Background: an optimization exercise with open tools, aiming at small area, a short achievable clock period and few clock cycles per item. Do not read the settings as production practice. The RTL was checked by simulation tests, not by an equivalence proof against the original design. Power figures rest on the tool's default switching activity, not on a simulated workload.

==> v22: inputs <==
==> flow/design.v <==
module canfc_rx (
    input  wire        clk,
    input  wire        rst,           
    input  wire        mode,          
    input  wire        in_valid,
    input  wire [7:0]  in_byte,
    output wire        in_ready,
    output reg         out_valid,     
    output reg         out_ok,        
    output wire [28:0] out_id,
    output wire        out_ext,
    output wire        out_rtr,
    output wire [3:0]  out_len,
    output wire [63:0] out_data,      
    output wire        out_ts_valid,
    output wire [31:0] out_ts
);
    localparam [7:0] CH_CR    = 8'h0D;
    localparam [7:0] CH_LF    = 8'h0A;
    localparam [7:0] CH_SP    = 8'h20;
    localparam [7:0] CH_COLON = 8'h3A;
    assign in_ready = 1'b1;
    wire [7:0] b      = in_byte;
    wire       b_dec  = (b >= 8'h30) && (b <= 8'h39);
    wire       b_uhex = (b >= 8'h41) && (b <= 8'h46);
    wire       b_lhex = (b >= 8'h61) && (b <= 8'h66);
    reg        v_r;          
    reg        m;            
    reg        c_del;        
    reg        c_vcr;        
    reg        c_sp;         
    reg        c_col;        
    reg        c_hex;        
    reg [3:0]  hval;         
    reg        c_tag;        
    reg        c_t;          
    reg        c_b5, c_b1;   
    always @(posedge clk) begin
        v_r   <= in_valid && !rst;
        m     <= mode;
        c_del <= (b == (mode ? CH_LF : CH_CR));
        c_vcr <= mode && (b == CH_CR);
        c_sp  <= (b == CH_SP);
        c_col <= (b == CH_COLON);
        c_hex <= b_dec || b_uhex || b_lhex;
        hval  <= b_dec ? b[3:0] : (b_uhex || b_lhex) ? b[3:0] + 4'd9 : 4'd0;
        c_tag <= (b == 8'h54) || (b == 8'h74) || (b == 8'h52) || (b == 8'h72);
        c_t   <= (b == 8'h74);
        c_b5  <= b[5];
        c_b1  <= b[1];
    end
    wire c_dec  = c_hex && !(hval[3] && (hval[2] || hval[1]));
    wire c_r    = c_tag && c_b5 && c_b1;        
    wire [3:0] c_val = hval;
    localparam [4:0] S_FAIL  = 5'd0,
                     S_START = 5'd1,    
                     C_ID    = 5'd2,    
                     C_LEN   = 5'd3,    
                     C_RTRE  = 5'd4,    
                     C_DATA  = 5'd5,    
                     V_TOK1  = 5'd7,    
                     V_COLON = 5'd8,    
                     V_TSSP  = 5'd9,    
                     V_TOK2  = 5'd10,   
                     V_IDSP  = 5'd11,   
                     V_LEN   = 5'd12,   
                     V_LENSP = 5'd13,   
                     V_R1    = 5'd14,   
                     V_R2    = 5'd15,   
                     V_RTR   = 5'd16,   
                     V_B1    = 5'd17,   
                     V_B2    = 5'd18,   
                     V_BSP   = 5'd19;   
    reg [4:0]  st;
    localparam [6:0] CNT_0 = 7'h7F;
    function [6:0] lfsr_step(input [6:0] x);
        lfsr_step = {x[5:0], x[6] ^ x[5]};
    endfunction
    function [6:0] lfsr_n(input integer n);
        integer t;
        begin
            lfsr_n = CNT_0;
            for (t = 0; t < n; t = t + 1)
                lfsr_n = lfsr_step(lfsr_n);
        end
    endfunction
    localparam [6:0] CNT_64 = lfsr_n(64);
    reg [6:0]  cnt;          
    reg        ovf;          
    reg        pcr;          
    reg        ext, rtr;
    reg [28:0] hacc;         
    reg        hbig;         
    reg [4:0]  k;            
    reg [31:0] dacc;         
    reg        dbad;         
    reg        tsv;
    reg [3:0]  l;
    reg [63:0] data;
    assign out_id       = hacc;
    assign out_ext      = ext;
    assign out_rtr      = rtr;
    assign out_len      = l;
    assign out_data     = data;
    assign out_ts_valid = tsv;
    assign out_ts       = dacc;
    wire s_start = (st == S_START);
    wire s_cid   = (st == C_ID);
    wire s_clen  = (st == C_LEN);
    wire s_cdata = (st == C_DATA);
    wire s_tok1  = (st == V_TOK1);
    wire s_tok2  = (st == V_TOK2);
    wire s_tssp  = (st == V_TSSP);
    wire s_idsp  = (st == V_IDSP);
    wire s_lensp = (st == V_LENSP);
    wire s_bsp   = (st == V_BSP);
    wire s_b1    = (st == V_B1);
    wire s_r2    = (st == V_R2);
    wire vid_ext = (k > 5'd3);
    wire vid_bad = (k > 5'd8) || (vid_ext ? hbig : hacc[11]);
    wire nfull   = (k == {l, 1'b0});
    wire proc = v_r && !c_del && !c_vcr && !pcr;
    reg [4:0] st_n;
    always @(*) begin
        st_n = S_FAIL;
        case (st)
            S_START:
                if (!m)
                    st_n = c_tag ? C_ID : S_FAIL;
                else
                    st_n = c_sp ? S_START : c_hex ? V_TOK1 : S_FAIL;
            C_ID:    st_n = !c_hex ? S_FAIL : (k == (ext ? 5'd8 : 5'd3)) ? C_LEN : C_ID;
            C_LEN:   st_n = (!c_hex || c_val > 4'd8 || (ext ? hbig : hacc[11])) ? S_FAIL :
                            rtr ? C_RTRE : C_DATA;
            C_DATA:  st_n = (c_hex && !nfull) ? C_DATA : S_FAIL;
            V_TOK1:  st_n = c_hex ? V_TOK1 :
                            c_col ? (dbad ? S_FAIL : V_COLON) :
                            c_sp  ? (vid_bad ? S_FAIL : V_IDSP) : S_FAIL;
            V_COLON: st_n = c_sp ? V_TSSP : S_FAIL;
            V_TSSP:  st_n = c_sp ? V_TSSP : c_hex ? V_TOK2 : S_FAIL;
            V_TOK2:  st_n = c_hex ? V_TOK2 : c_sp ? (vid_bad ? S_FAIL : V_IDSP) : S_FAIL;
            V_IDSP:  st_n = c_sp ? V_IDSP : (c_hex && c_val <= 4'd8) ? V_LEN : S_FAIL;
            V_LEN:   st_n = c_sp ? V_LENSP : S_FAIL;
            V_LENSP: st_n = c_sp ? V_LENSP : c_r ? V_R1 : (c_hex && !nfull) ? V_B1 : S_FAIL;
            V_BSP:   st_n = c_sp ? V_BSP : (c_hex && !nfull) ? V_B1 : S_FAIL;
            V_R1:    st_n = c_t ? V_R2 : S_FAIL;
            V_R2:    st_n = c_r ? V_RTR : S_FAIL;
            V_RTR:   st_n = c_sp ? V_RTR : S_FAIL;
            V_B1:    st_n = c_hex ? V_B2 : S_FAIL;
            V_B2:    st_n = c_sp ? V_BSP : S_FAIL;
            default: st_n = S_FAIL;
        endcase
    end
    reg end_ok;
    always @(*) begin
        case (st)
            C_RTRE, V_RTR:          end_ok = 1'b1;
            C_DATA, V_B2, V_BSP,
            V_LEN, V_LENSP:         end_ok = nfull;
            default:                end_ok = 1'b0;
        endcase
    end
    wire h_load  = proc && (s_start || (s_tssp && c_hex));
    wire h_shift = proc && c_hex && (s_cid || s_tok1 || s_tok2);
    wire d_acc   = proc && s_tok1 && c_hex;
    wire d_en    = proc && (s_start || (s_tok1 && !c_col));
    wire n_we    = proc && (s_cdata || s_b1 || ((s_lensp || s_bsp) && c_hex));
    wire n_clr   = proc && s_start;
    wire        lc2 = dacc[0] & c_val[1];
    wire        lc3 = (dacc[1] & c_val[2]) | (dacc[1] & lc2) | (c_val[2] & lc2);
    wire [3:0]  dlo = {dacc[0] ^ dacc[2] ^ c_val[3] ^ lc3,
                       dacc[1] ^ c_val[2] ^ lc2,
                       dacc[0] ^ c_val[1],
                       c_val[0]};
    wire        lc4 = (dacc[0] & dacc[2]) | ((dacc[0] | dacc[2]) & (c_val[3] | lc3));
    wire [27:0] ax  = dacc[28:1];
    wire [27:0] ay  = dacc[30:3];
    wire [27:0] ap  = ax ^ ay;
    reg  [27:0] sg, sp;
    integer     lv, bi, bj;
    always @(*) begin
        sg = ax & ay;
        sp = ap;
        for (lv = 0; lv < 5; lv = lv + 1)
            for (bi = 0; bi < 28; bi = bi + 1)
                if ((bi >> lv) & 1) begin
                    bj = ((bi >> lv) << lv) - 1;
                    sg[bi] = sg[bi] | (sp[bi] & sg[bj]);
                    sp[bi] = sp[bi] & sp[bj];
                end
    end
    wire [27:0] hcy  = {sg[26:0] | (sp[26:0] & {27{lc4}}), lc4};
    wire [31:0] dmul = {ap ^ hcy, dlo};
    localparam [35:0] DLIM = 36'h199999996;
    wire [35:0] dcmp = {dacc, c_val};
    reg         dbig;
    integer     j;
    always @(*) begin
        dbig = 1'b1;
        for (j = 0; j < 36; j = j + 1)
            dbig = DLIM[j] ? (dcmp[j] && dbig) : (dcmp[j] || dbig);
    end
    wire [3:0]  nval = hval & {4{!n_clr}};
    integer i;
    always @(posedge clk) begin
        out_valid <= 1'b0;
        if (rst) begin
            st  <= S_START;
            cnt <= CNT_0;
            ovf <= 1'b0;
            pcr <= 1'b0;
        end else if (v_r) begin
            if (c_del) begin
                out_valid <= 1'b1;
                out_ok    <= end_ok && !ovf;
                st        <= S_START;
                cnt       <= CNT_0;
                ovf       <= 1'b0;
                pcr       <= 1'b0;
            end else begin
                if (cnt == CNT_64)
                    ovf <= 1'b1;
                else
                    cnt <= lfsr_step(cnt);
                pcr <= c_vcr;
                if (pcr)
                    st <= S_FAIL;
                else if (!c_vcr)
                    st <= st_n;
            end
        end
        if (h_load || h_shift) begin
            hacc <= {h_load ? 25'd0 : hacc[24:0], hval};
            hbig <= !h_load && (hbig || (hacc[28:25] != 4'd0));
        end
        if (d_en)
            dacc <= d_acc ? dmul : {28'd0, hval};
        if (proc && (s_start || s_tok1))
            dbad <= (!s_start && (dbad || dbig)) || !c_dec;
        if (proc && s_start) begin
            ext <= !c_b5;
            rtr <= !m && c_b1;
        end
        if (proc && (s_tok1 || s_tok2))
            ext <= vid_ext;
        if (proc && s_r2)
            rtr <= 1'b1;
        if (proc && (s_start || (s_tok1 && c_col)))
            tsv <= !s_start;
        if (proc && (s_clen || s_idsp))
            l <= c_val;
        if (h_load)
            k <= 5'd1;
        else if (h_shift && !k[4])
            k <= k + 5'd1;
        else if (proc && (s_clen || s_idsp))
            k <= 5'd0;
        else if (n_we)
            k <= k + 5'd1;
        for (i = 0; i < 16; i = i + 1)
            if (n_clr || (n_we && k[3:0] == (i ^ 1)))
                data[4*i +: 4] <= nval;
    end
endmodule
==> flow/flow/run.sh <==
#!/bin/bash
set -e
export BUFFER_PORTS_ARGS="-buffer_cell sky130_fd_sc_hd__buf_1"
export SETUP_SLACK_MARGIN=7
export CTS_ARGS="-sink_clustering_enable -repair_clock_nets -dont_use_dummy_load -root_buf sky130_fd_sc_hd__clkbuf_16 -buf_list sky130_fd_sc_hd__clkbuf_8"
bash standard.sh > standard_run.log 2>&1
==> flow/standard.sh <==
#!/bin/bash
# synth_recipe.tcl (not shown) runs the flow's synth.tcl, then flattens the netlist and writes it again
# the make line also repeats each setting of config.mk as NAME=value (left out here)
make -C /OpenROAD-flow-scripts/flow DESIGN_CONFIG=/design/flow/config.mk WORK_HOME=/design/flow/orfs CLKGATE_MAP_FILE= SYNTH_SCRIPT=/design/flow/synth_recipe.tcl "${@:-finish}"
==> flow/config.mk <==
export PLATFORM = sky130hd
export DESIGN_NAME = canfc_rx
export DESIGN_NICKNAME = canfc_rx
export VERILOG_FILES = /design/flow/design.v
export SDC_FILE = /design/flow/constraint.sdc
export NUM_CORES = 4
export LEC_CHECK = 0
export CAP_MARGIN = 20
export CORE_MARGIN = 2
export CORE_UTILIZATION = 55
export SLEW_MARGIN = 20
==> flow/constraint.sdc <==
create_clock -name core_clock -period 10.0 [get_ports {clk}]
set_input_delay 2.0000 -clock core_clock [delete_from_list [all_inputs] [get_ports {clk}]]
set_output_delay 2.0000 -clock core_clock [all_outputs]
set_load 0.01 [all_outputs]
==> v18 (differences from v22) <==
--- a/flow/design.v
+++ b/flow/design.v
@@ -73,17 +73,4 @@
                      V_BSP   = 5'd19;   
     reg [4:0]  st;
-    localparam [6:0] CNT_0 = 7'h7F;
-    function [6:0] lfsr_step(input [6:0] x);
-        lfsr_step = {x[5:0], x[6] ^ x[5]};
-    endfunction
-    function [6:0] lfsr_n(input integer n);
-        integer t;
-        begin
-            lfsr_n = CNT_0;
-            for (t = 0; t < n; t = t + 1)
-                lfsr_n = lfsr_step(lfsr_n);
-        end
-    endfunction
-    localparam [6:0] CNT_64 = lfsr_n(64);
     reg [6:0]  cnt;          
     reg        ovf;          
@@ -207,5 +194,5 @@
         if (rst) begin
             st  <= S_START;
-            cnt <= CNT_0;
+            cnt <= 7'd0;
             ovf <= 1'b0;
             pcr <= 1'b0;
@@ -215,12 +202,12 @@
                 out_ok    <= end_ok && !ovf;
                 st        <= S_START;
-                cnt       <= CNT_0;
+                cnt       <= 7'd0;
                 ovf       <= 1'b0;
                 pcr       <= 1'b0;
             end else begin
-                if (cnt == CNT_64)
+                if (cnt[6])
                     ovf <= 1'b1;
                 else
-                    cnt <= lfsr_step(cnt);
+                    cnt <= cnt + 7'd1;
                 pcr <= c_vcr;
                 if (pcr)
- CORE_UTILIZATION: 55 -> 40
==> impl_metrics.csv <==
group,metric,value,unit
final_layout,buffers,190,
grt,grt_use_total,0.226,
logic_synthesis,yosys-top-cells-count,"edfxtp_1 (134), nor2_1 (58), nand2_1 (56), o21ai_0 (52), a21oi_1 (40)",
final_layout,n_all_inverters,27,
run_status,status,"finished clean",
setup_path,crit_fanout,4,
The numbers above come from v22.

==> impl_metrics.csv <==
group,metric,value,unit
run_status,status,"finished clean",
worst_hold_path,whs_path_depth,2,
cts,cts_root_buf,"clkbuf_16",
pwr,power-top-group,"sequential cells",
sta,skew,0.0389,ns
setup_path,crit_fanout,3,
grt,grt_use_total,0.179,
grt,grt_max_degree,31,
The numbers above come from v18.

Testbench counts of v22, summed over its fixed seeds: cycles 18,487, lines 960.
Testbench counts of v18, summed over its fixed seeds: cycles 18,487, lines 960.

[what the ideal ports hide]
The flow's constraints put no driver on any port. The routed layouts listed below were extracted and timed again, unchanged, in two steps. Step 1 (the two cells are an assumption about what drives the block):
set clk [get_ports {clk}]
set_driving_cell -lib_cell sky130_fd_sc_hd__clkbuf_16 $clk
set_driving_cell -lib_cell sky130_fd_sc_hd__buf_2 [delete_from_list [all_inputs] $clk]
Step 2, shift: input delay + t, output delay - t, t = (earliest + latest rising clock arrival at the registers) / 2. This alone moves slack from input paths to output paths. Slacks: no drivers / after step 1 / after step 2; pairs: no drivers / after step 1.
run | shift t [ns] | slack for setup (ns) | worst register clock-pin slew, ns
v22 | 0.407 | 7.022 / 6.979 / 6.704 | 0.09 / 0.09
v18 | 0.419 | 7.028 / 6.982 / 6.649 | 0.11 / 0.11
After both steps every run listed still meets setup and hold. The setup slack of v18, which loses most, moves by -0.046 ns with the drivers and by -0.379 ns with both steps.
